This design comes from an exercise in tuning for a short achievable clock period and few clock cycles on the open sky130 flow, not from production work.
Power and IR drop assume default switching activity.

// a362m
module a362m (
    input  wire        clk,
    input  wire        rst_n,
    input  wire        cmd_valid,
    input  wire [39:0] cmd_word,
    output reg         cmd_ready,
    output reg         done_valid,
    output reg  [2:0]  done_status,
    output reg  [15:0] rd,
    output reg  [15:0] fx,
    output reg  [15:0] fy,
    output reg  [15:0] fz,
    output reg  [15:0] ft,
    output reg  [63:0] burst_buf,
    output reg  [3:0]  bufn,
    output reg  [7:0]  want,
    output reg  [7:0]  echo,
    output reg  [2:0]  status,
    output reg  [3:0]  err,
    output reg         busy,
    output reg         cs_open,
    output reg         tx_valid,
    output reg  [7:0]  tx_byte,
    input  wire        rx_valid,
    input  wire [7:0]  rx_byte,
    input  wire        bus_fail
);
    localparam [4:0] OP_RD1    = 5'h01, OP_WR1   = 5'h02, OP_RD2    = 5'h03,
                     OP_WR2    = 5'h04, OP_RDB   = 5'h05, OP_DEC    = 5'h08,
                     OP_RDS8   = 5'h09, OP_RDS12 = 5'h0A, OP_RDXYZT = 5'h0B,
                     OP_WRC    = 5'h10, OP_SETB  = 5'h11, OP_SETF   = 5'h12,
                     OP_RDF    = 5'h13, OP_MEASON= 5'h14, OP_SRESET = 5'h15,
                     OP_CFGACT = 5'h18, OP_CFGINACT = 5'h19;
    localparam [2:0] ST_OK = 3'd0, ST_TF = 3'd1, ST_VM = 3'd2, ST_IF = 3'd3,
                     ST_IC = 3'd4;
  ...
For scale: ~1,800 cells after synthesis, about 240 I/O pins, roughly 18,000 um^2 of cells after synthesis.
clock: 7.0 ns
lec_check: 0
cap_margin: 20
core_margin: 2
core_utilization: 40
place_density: 0.6
setup_slack_margin: 4.5
slew_margin: 20
synth_hierarchical: 1
run.sh (not shown) runs the stock make flow with config.mk's settings and CLKGATE_MAP_FILE= SYNTH_SCRIPT=/design/flow/synth_recipe.tcl, a recipe that flattens the netlist after the stock synthesis.
Edit:
--- a/flow/design.v
+++ b/flow/design.v
@@ -42,34 +42,30 @@
     wire [16:0] c_d;         
     wire [16:0] c_dl;        
     wire [16:0] c_z;         
     wire [13:0] c_t;         
     wire        c_zs, c_zr;  
     wire        c_run, c_fit;
     wire        hold_cs;     
     wire        cs_next, tv_next, frm_next, lg_a, lg_b;
     a362m_opdec  u_opd (.op(cmd_word[39:35]), .en(acc), .d(c_d));
     a362m_opdec1 u_opl (.op(cmd_word[39:35]), .d(c_dl));
     a362m_chk    u_chk (.w(cmd_word[34:0]), .z(c_z), .t(c_t), .zs(c_zs), .zr(c_zr));
     a362m_runchk u_run (.m(cmd_word[23:16]), .v(cmd_word[7:0]), .run(c_run), .fit(c_fit));
-    wire go_cs, go_tv, go_fr;
-    a362m_ao14   u_gcs (.d(c_d[13:0]), .t(c_t), .hold(hold_cs), .y(go_cs));
-    a362m_ao14   u_gtv (.d(c_d[13:0]), .t(c_t), .hold(hold_cs), .y(go_tv));
-    a362m_ao14   u_gfr (.d(c_d[13:0]), .t(c_t), .hold(hold_cs), .y(go_fr));
-    a362m_late   u_lcs (.a(go_cs), .ds(c_d[14]), .zs(c_zs), .fit(c_fit),
-                        .dr(c_d[15]), .zr(c_zr), .run(c_run), .y(cs_next));
-    a362m_late   u_ltv (.a(go_tv), .ds(c_d[14]), .zs(c_zs), .fit(c_fit),
-                        .dr(c_d[15]), .zr(c_zr), .run(c_run), .y(tv_next));
-    a362m_late   u_lfr (.a(go_fr), .ds(c_d[14]), .zs(c_zs), .fit(c_fit),
-                        .dr(c_d[15]), .zr(c_zr), .run(c_run), .y(frm_next));
+    a362m_go     u_gcs (.d(c_d[15:0]), .t(c_t), .zs(c_zs), .fit(c_fit), .zr(c_zr),
+                        .run(c_run), .hold(hold_cs), .y(cs_next));
+    a362m_go     u_gtv (.d(c_d[15:0]), .t(c_t), .zs(c_zs), .fit(c_fit), .zr(c_zr),
+                        .run(c_run), .hold(hold_cs), .y(tv_next));
+    a362m_go     u_gfr (.d(c_d[15:0]), .t(c_t), .zs(c_zs), .fit(c_fit), .zr(c_zr),
+                        .run(c_run), .hold(hold_cs), .y(frm_next));
     a362m_ao9    u_lga (.d(c_dl[8:0]), .t(c_z[8:0]), .y(lg_a));
     a362m_ao8    u_lgb (.d(c_dl[16:9]), .t(c_z[16:9]), .y(lg_b));
     wire [4:0] c_op = cmd_word[39:35];
     wire c_rdfirst = (c_op == OP_RD1) | (c_op == OP_RD2) | (c_op == OP_RDB) |
                      (c_op == OP_RDS8) | (c_op == OP_RDS12) | (c_op == OP_RDXYZT) |
                      (c_op == OP_SETB) | (c_op == OP_SETF) | (c_op == OP_RDF) |
                      (c_op == OP_MEASON);
     reg        gap;          
     reg        first;        
     reg [1:0]  lg_q;         
     reg [16:0] opq;          
     reg        dec_q;        
@@ -460,43 +456,36 @@
     integer rc, rp;
     always @(*) begin
         run = 1'b0;
         fit = 1'b0;
         for (rc = 0; rc < 8; rc = rc + 1)
             for (rp = 1; rc + rp <= 8; rp = rp + 1)
                 if (m == ((8'hFF >> (8 - rp)) << rc)) begin
                     run = 1'b1;
                     if ((v >> rp) == 8'h00) fit = 1'b1;
                 end
     end
 endmodule
-module a362m_ao14 (
-    input  wire [13:0] d,
+module a362m_go (
+    input  wire [15:0] d,
     input  wire [13:0] t,
+    input  wire        zs,
+    input  wire        fit,
+    input  wire        zr,
+    input  wire        run,
     input  wire        hold,
     output wire        y
 );
-    assign y = hold || ((d & t) != 14'h0);
-endmodule
-module a362m_late (
-    input  wire a,
-    input  wire ds,
-    input  wire zs,
-    input  wire fit,
-    input  wire dr,
-    input  wire zr,
-    input  wire run,
-    output wire y
-);
-    assign y = a || (ds && zs && fit) || (dr && zr && run);
+    assign y = hold || ((d[13:0] & t) != 14'h0) || (d[14] && zs && fit) ||
+               (d[15] && zr && run);
 endmodule
 module a362m_ao9 (
     input  wire [8:0] d,
     input  wire [8:0] t,
     output wire       y
 );
     assign y = ((d & t) != 9'h0);
 endmodule
 module a362m_ao8 (
     input  wire [7:0] d,
     input  wire [7:0] t,
     output wire       y
The new run passed the timing, design-rule and antenna checks.
Global-route usage is about the same.
Cell area rises by about 2%.
Routed wire length increases by about 2.2%.
Clock skew fell by 0.010 ns.
Area after synthesis stays flat.
Worst hold slack is about the same.
Power stays flat.
Worst setup slack improves by 0.021 ns.
Utilization is higher by 1.1 points.
Cell count climbs by about 1%.
Count of clock-buffer cells in the layout falls by 11.
Sequential cell count is unchanged.
Register-to-register slack hardly moves.
No functional check of the RTL was part of any run of this note.

## re-timing with driven ports
In the flow no input, the clock included, has a driving cell. The finished layouts below were timed again as built, in two steps. Step 1: set_driving_cell puts a clkbuf_16 on clk and a buf_2 on each other input, an assumption about the parent block. Step 2 times the ports against the registers' clock, not the clock port: input delays grow and output delays shrink by t, the midpoint of the rising clock arrivals with the driver on. Slacks: ideal / step 1 / step 2; pairs: ideal / step 1.
run | t (ns) | setup WS [ns] | latest minus earliest clock arrival (ns)
the first run | 0.623 | 4.350 / 4.369 / 3.746 | 0.034 / 0.033
the second run | 0.617 | 4.371 / 4.350 / 3.733 | 0.024 / 0.024
After both steps every run listed still meets setup and hold. For the second run, which loses most, drivers alone change the setup slack by -0.021 ns; drivers and shift together by -0.638 ns.
